This is an optimization exercise on Yosys and OpenROAD, whose aim is small area, a short achievable clock period and few clock cycles per item, not a production implementation. The RTL was checked by simulation tests, not by an equivalence proof against the original design.

==> module polyval_acc, before the edit <==
module polyval_acc (
    input  wire         clk,
    input  wire         rst,
    input  wire         in_valid,
    output wire         in_ready,
    input  wire [1:0]   in_op,
    input  wire [127:0] in_data,
    output reg          done,
    output reg          err,
    output wire [127:0] result
);
    localparam [1:0] OP_SEED = 2'd0;
    localparam [1:0] OP_CLR  = 2'd1;
    function [127:0] mulx;
        input [127:0] a;
        begin
            mulx = {1'b0, a[127:1]} ^ (a[0] ? {8'he1, 120'd0} : 128'd0);
        end
    endfunction
    function [127:0] rev128;
        input [127:0] a;
        integer i;
        begin
            for (i = 0; i < 128; i = i + 1) rev128[i] = a[127 - i];
        end
    endfunction
    function [14:0] clmul8;
        input [7:0] a, b;
        integer i;
        begin
            clmul8 = 15'd0;
            for (i = 0; i < 8; i = i + 1)
                if (a[i]) clmul8 = clmul8 ^ ({7'd0, b} << i);
        end
    endfunction
    function [23:0] kx16;
        input [15:0] a;
        begin
            kx16 = {(a[7:0] ^ a[15:8]), (a[15:8]), (a[7:0])};
        end
    endfunction
    function [30:0] kmul16;
        input [23:0] a, b;
        reg [14:0] l, h, m;
        begin
            l = clmul8(a[7:0], b[7:0]);
            h = clmul8(a[15:8], b[15:8]);
            m = clmul8(a[23:16], b[23:16]) ^ l ^ h;
            kmul16 = {16'd0, l} ^ ({16'd0, m} << 8) ^ ({16'd0, h} << 16);
        end
    endfunction
    function [71:0] kx32;
        input [31:0] a;
        begin
            kx32 = {kx16(a[15:0] ^ a[31:16]), kx16(a[31:16]), kx16(a[15:0])};
        end
    endfunction
    function [62:0] kmul32;
        input [71:0] a, b;
        reg [30:0] l, h, m;
        begin
            l = kmul16(a[23:0], b[23:0]);
            h = kmul16(a[47:24], b[47:24]);
            m = kmul16(a[71:48], b[71:48]) ^ l ^ h;
            kmul32 = {32'd0, l} ^ ({32'd0, m} << 16) ^ ({32'd0, h} << 32);
        end
    endfunction
    function [287:0] hexp;
        input [127:0] h;
        begin
            hexp = {kx32(h[127:96]), kx32(h[95:64]), kx32(h[63:32]), kx32(h[31:0])};
        end
    endfunction
    function [127:0] red;
        input [159:0] u;
        reg [31:0] t;
        begin
            t = u[159:128];
            red = u[127:0] ^ {96'd0, t} ^ {95'd0, t, 1'b0} ^ {94'd0, t, 2'b0} ^ {89'd0, t, 7'b0};
        end
    endfunction
    function [159:0] step;
        input [127:0] z;
        input [71:0] d;
        input [287:0] hx;
        begin
            step = {z, 32'd0}
                ^ {97'd0, kmul32(d, hx[71:0])}
                ^ {65'd0, kmul32(d, hx[143:72]), 32'd0}
                ^ {33'd0, kmul32(d, hx[215:144]), 64'd0}
                ^ {1'd0, kmul32(d, hx[287:216]), 96'd0}
                ;
        end
    endfunction
    reg [159:0] u;        
    reg [287:0] hx;       
    reg [95:0] xs;       
    reg [71:0]  dx;       
    reg         seeded;   
    reg         busy;     
    reg [1:0]   cnt;      
    wire         accept  = in_valid && in_ready;
    wire [127:0] len_blk = {in_data[124:64], 3'b000, in_data[60:0], 3'b000};
    wire [127:0] fold_in = in_op[0] ? len_blk : in_data;
    wire [127:0] acc     = rev128(red(u));    
    wire [127:0] xp      = rev128(acc ^ fold_in);
    wire [159:0] prod    = step(red(u), dx, hx);
    assign in_ready = !busy;
    assign result   = acc;
    always @(posedge clk) begin
        if (rst) begin
            u      <= 160'd0;
            seeded <= 1'b0;
            busy   <= 1'b0;
            cnt    <= 2'd0;
            done   <= 1'b0;
            err    <= 1'b0;
        end else begin
            done <= 1'b0;
            err  <= 1'b0;
            if (busy) begin
                u   <= prod;
                dx  <= kx32(xs[95:64]);
                xs  <= {xs[63:0], 32'd0};
                cnt <= cnt + 2'd1;
                if (cnt == 2'd3) begin
                    busy <= 1'b0;
                    cnt  <= 2'd0;
                    done <= 1'b1;
                end
            end else if (accept) begin
                case (in_op)
                    OP_SEED: begin
                        hx     <= hexp(rev128(mulx(in_data)));
                        seeded <= 1'b1;
                        done   <= 1'b1;
                    end
                    OP_CLR: begin
                        u    <= 160'd0;
                        done <= 1'b1;
                    end
                    default: begin
                        if (seeded) begin
                            dx   <= kx32(xp[127:96]);
                            xs   <= xp[95:0];
                            u    <= 160'd0;
                            busy <= 1'b1;
                        end else begin
                            done <= 1'b1;
                            err  <= 1'b1;
                        end
                    end
                endcase
            end
        end
    end
endmodule
Settings: LEC_CHECK=0, CAP_MARGIN=20, CORE_MARGIN=2, CORE_UTILIZATION=60, SETUP_SLACK_MARGIN=2.0, SLEW_MARGIN=20; clock period 5.0 ns.
run.sh (not shown) runs the stock make flow with config.mk's settings and CLKGATE_MAP_FILE= SYNTH_SCRIPT=/design/flow/synth_recipe.tcl, a recipe that flattens the netlist after the stock synthesis.
Testbench counts at the start, summed over its fixed seeds: cycles 8,680, commands 1,888.
Edit:
--- a/flow/design.v
+++ b/flow/design.v
@@ -109,4 +109,13 @@
     assign result   = acc;
     always @(posedge clk) begin
+        if (busy) begin
+            dx <= kx32(xs[95:64]);
+            xs  <= {xs[63:0], 32'd0};
+        end else begin
+            dx <= kx32(xp[127:96]);
+            xs <= xp[95:0];
+        end
+    end
+    always @(posedge clk) begin
         if (rst) begin
             u      <= 160'd0;
@@ -121,6 +130,4 @@
             if (busy) begin
                 u   <= prod;
-                dx  <= kx32(xs[95:64]);
-                xs  <= {xs[63:0], 32'd0};
                 cnt <= cnt + 2'd1;
                 if (cnt == 2'd3) begin
@@ -142,6 +149,4 @@
                     default: begin
                         if (seeded) begin
-                            dx   <= kx32(xp[127:96]);
-                            xs   <= xp[95:0];
                             u    <= 160'd0;
                             busy <= 1'b1;
The new run completed with no timing, DRC or antenna violations.
Non-clock buffer count went down by 117.
Design area went down by 3.9%.
Area after synthesis went down by 2.9%.
Hold slack gets worse by 0.075 ns.
Global-route usage barely changes.
Setup slack gets worse by 0.046 ns.
Synthesized cell count stays flat.
Via count went down by 1.8%.
Register-to-register slack hardly moves.
Die area went down by 2.8%.
Utilization went down by 0.49 points.
Testbench counts after the change, summed over its fixed seeds: cycles 8,680, commands 1,888.

polyval_acc, a different RTL version from the one above (not shown whole).
Size: roughly 6,900 cells after synthesis, about 390 flip-flops, about 260 I/O pins, about 0.054 mm^2 of cells after synthesis.
==> module polyval_acc, before the edit <==
module polyval_acc (
    input  wire         clk,
    input  wire         rst,
    input  wire         in_valid,
    output wire         in_ready,
    input  wire [1:0]   in_op,
    input  wire [127:0] in_data,
    output reg          done,
    output reg          err,
    output wire [127:0] result
);
    localparam [1:0] OP_SEED = 2'd0;
    localparam [1:0] OP_CLR  = 2'd1;
    function [127:0] mulx;
        input [127:0] a;
        begin
            mulx = {1'b0, a[127:1]} ^ (a[0] ? {8'he1, 120'd0} : 128'd0);
        end
    endfunction
    function [127:0] rev128;
        input [127:0] a;
        integer i;
        begin
            for (i = 0; i < 128; i = i + 1) rev128[i] = a[127 - i];
        end
    endfunction
    function [14:0] clmul8;
        input [7:0] a, b;
        integer i;
        begin
            clmul8 = 15'd0;
            for (i = 0; i < 8; i = i + 1)
                if (a[i]) clmul8 = clmul8 ^ ({7'd0, b} << i);
        end
    endfunction
    function [30:0] clmul16;
        input [15:0] a, b;
        reg [14:0] l, h, m;
        begin
            l = clmul8(a[7:0], b[7:0]);
            h = clmul8(a[15:8], b[15:8]);
            m = clmul8(a[7:0] ^ a[15:8], b[7:0] ^ b[15:8]) ^ l ^ h;
            clmul16 = {16'd0, l} ^ ({16'd0, m} << 8) ^ ({16'd0, h} << 16);
        end
    endfunction
    function [62:0] clmul32;
        input [31:0] a, b;
        reg [30:0] l, h, m;
        begin
            l = clmul16(a[15:0], b[15:0]);
            h = clmul16(a[31:16], b[31:16]);
            m = clmul16(a[15:0] ^ a[31:16], b[15:0] ^ b[31:16]) ^ l ^ h;
            clmul32 = {32'd0, l} ^ ({32'd0, m} << 16) ^ ({32'd0, h} << 32);
        end
    endfunction
    function [127:0] step;
        input [127:0] z;
        input [31:0] d;
        input [127:0] h;
        reg [159:0] u;
        reg [31:0] t;
        begin
            u = {z, 32'd0}
                ^ {97'd0, clmul32(d, h[31:0])}
                ^ {65'd0, clmul32(d, h[63:32]), 32'd0}
                ^ {33'd0, clmul32(d, h[95:64]), 64'd0}
                ^ {1'd0, clmul32(d, h[127:96]), 96'd0}
                ;
            t = u[159:128];
            step = u[127:0] ^ {96'd0, t} ^ {95'd0, t, 1'b0} ^ {94'd0, t, 2'b0} ^ {89'd0, t, 7'b0};
        end
    endfunction
    reg [127:0] acc;      
    reg [127:0] hp;       
    reg [127:0] xs;       
    reg         seeded;   
    reg         busy;     
    reg [1:0]   cnt;      
    wire         accept  = in_valid && in_ready;
    wire [127:0] len_blk = {in_data[124:64], 3'b000, in_data[60:0], 3'b000};
    wire [127:0] fold_in = in_op[0] ? len_blk : in_data;
    wire [127:0] prod    = rev128(step(rev128(acc), xs[127:96], hp));
    assign in_ready = !busy;
    assign result   = acc;
    always @(posedge clk) begin
        if (rst) begin
            acc    <= 128'd0;
            seeded <= 1'b0;
            busy   <= 1'b0;
            cnt    <= 2'd0;
            done   <= 1'b0;
            err    <= 1'b0;
        end else begin
            done <= 1'b0;
            err  <= 1'b0;
            if (busy) begin
                acc <= prod;
                xs  <= {xs[95:0], 32'd0};
                cnt <= cnt + 2'd1;
                if (cnt == 2'd3) begin
                    busy <= 1'b0;
                    cnt  <= 2'd0;
                    done <= 1'b1;
                end
            end else if (accept) begin
                case (in_op)
                    OP_SEED: begin
                        hp     <= rev128(mulx(in_data));
                        seeded <= 1'b1;
                        done   <= 1'b1;
                    end
                    OP_CLR: begin
                        acc  <= 128'd0;
                        done <= 1'b1;
                    end
                    default: begin
                        if (seeded) begin
                            xs   <= rev128(acc ^ fold_in);
                            acc  <= 128'd0;
                            busy <= 1'b1;
                        end else begin
                            done <= 1'b1;
                            err  <= 1'b1;
                        end
                    end
                endcase
            end
        end
    end
endmodule
Settings: LEC_CHECK=0, CAP_MARGIN=20, CORE_MARGIN=2, CORE_UTILIZATION=40, SLEW_MARGIN=20; clock period 5.0 ns.
Testbench counts at the start, summed over its fixed seeds: cycles 8,680, commands 1,888.
Next try:
--- a/flow/design.v
+++ b/flow/design.v
@@ -51,57 +51,65 @@
             h = clmul16(a[31:16], b[31:16]);
             m = clmul16(a[15:0] ^ a[31:16], b[15:0] ^ b[31:16]) ^ l ^ h;
             clmul32 = {32'd0, l} ^ ({32'd0, m} << 16) ^ ({32'd0, h} << 32);
         end
     endfunction
+    function [126:0] clmul64;
+        input [63:0] a, b;
+        reg [62:0] l, h, m;
+        begin
+            l = clmul32(a[31:0], b[31:0]);
+            h = clmul32(a[63:32], b[63:32]);
+            m = clmul32(a[31:0] ^ a[63:32], b[31:0] ^ b[63:32]) ^ l ^ h;
+            clmul64 = {64'd0, l} ^ ({64'd0, m} << 32) ^ ({64'd0, h} << 64);
+        end
+    endfunction
     function [127:0] step;
         input [127:0] z;
-        input [31:0] d;
+        input [63:0] d;
         input [127:0] h;
-        reg [159:0] u;
-        reg [31:0] t;
+        reg [191:0] u;
+        reg [63:0] t;
         begin
-            u = {z, 32'd0}
-                ^ {97'd0, clmul32(d, h[31:0])}
-                ^ {65'd0, clmul32(d, h[63:32]), 32'd0}
-                ^ {33'd0, clmul32(d, h[95:64]), 64'd0}
-                ^ {1'd0, clmul32(d, h[127:96]), 96'd0}
+            u = {z, 64'd0}
+                ^ {65'd0, clmul64(d, h[63:0])}
+                ^ {1'd0, clmul64(d, h[127:64]), 64'd0}
                 ;
-            t = u[159:128];
-            step = u[127:0] ^ {96'd0, t} ^ {95'd0, t, 1'b0} ^ {94'd0, t, 2'b0} ^ {89'd0, t, 7'b0};
+            t = u[191:128];
+            step = u[127:0] ^ {64'd0, t} ^ {63'd0, t, 1'b0} ^ {62'd0, t, 2'b0} ^ {57'd0, t, 7'b0};
         end
     endfunction
     reg [127:0] acc;      
     reg [127:0] hp;       
     reg [127:0] xs;       
     reg         seeded;   
     reg         busy;     
-    reg [1:0]   cnt;      
+    reg [0:0]   cnt;      
     wire         accept  = in_valid && in_ready;
     wire [127:0] len_blk = {in_data[124:64], 3'b000, in_data[60:0], 3'b000};
     wire [127:0] fold_in = in_op[0] ? len_blk : in_data;
-    wire [127:0] prod    = rev128(step(rev128(acc), xs[127:96], hp));
+    wire [127:0] prod    = rev128(step(rev128(acc), xs[127:64], hp));
     assign in_ready = !busy;
     assign result   = acc;
     always @(posedge clk) begin
         if (rst) begin
             acc    <= 128'd0;
             seeded <= 1'b0;
             busy   <= 1'b0;
-            cnt    <= 2'd0;
+            cnt    <= 1'd0;
             done   <= 1'b0;
             err    <= 1'b0;
         end else begin
             done <= 1'b0;
             err  <= 1'b0;
             if (busy) begin
                 acc <= prod;
-                xs  <= {xs[95:0], 32'd0};
-                cnt <= cnt + 2'd1;
-                if (cnt == 2'd3) begin
+                xs  <= {xs[63:0], 64'd0};
+                cnt <= cnt + 1'd1;
+                if (cnt == 1'd1) begin
                     busy <= 1'b0;
-                    cnt  <= 2'd0;
+                    cnt  <= 1'd0;
                     done <= 1'b1;
                 end
             end else if (accept) begin
                 case (in_op)
                     OP_SEED: begin
=> The changed run finished but failed the layout checks on negative setup slack; clock-buffer cell count shrinks by 5; worst setup slack loses 0.35 ns; non-clock buffer count grows by 1498; cell area rises by well over a third; core utilization rises by 5.6 points; fmax goes down by a few percent.
Testbench counts after the change, summed over its fixed seeds: cycles 5,288, commands 1,888.

[static timing again, ports no longer ideal]
How much do the figures lean on ideal ports? The routed layouts below were timed once more, with nothing changed but the port constraints. Step 1 sets driving cells, clkbuf_16 on the clock port and buf_2 on the other inputs (assumed; they add their load-dependent delay and slew). Step 2, shift: input delay + t, output delay - t, t = (earliest + latest rising clock arrival at the registers) / 2. This alone moves slack from input paths to output paths. a / b / c = ideal / step 1 / step 2; a / b = the first two.
| run | shift t [ns] | setup WS [ns] | hold WS [ns] | worst setup path at the end | worst data-port slew with drivers (ns) |
|---|---|---|---|---|---|
| the first run of note 1 | 0.762 | 1.879 / 1.791 / 1.280 | 0.504 / 0.504 / 0.504 | input to register | 0.07 |
| the second run of note 1 | 0.752 | 1.833 / 1.754 / 1.336 | 0.429 / 0.429 / 0.429 | input to register | 0.06 |
| the first run of note 2 | 0.758 | 0.233 / 0.233 / 0.233 | 0.492 / 0.492 / 0.492 | register to register | 0.09 |
| the second run of note 2 | 0.732 | -0.119 / -0.119 / -0.119 | 0.489 / 0.489 / 0.489 | register to register | 0.12 |
The setup slack of the first run of note 1, which loses most, moves by -0.088 ns with the drivers and by -0.599 ns with both steps.
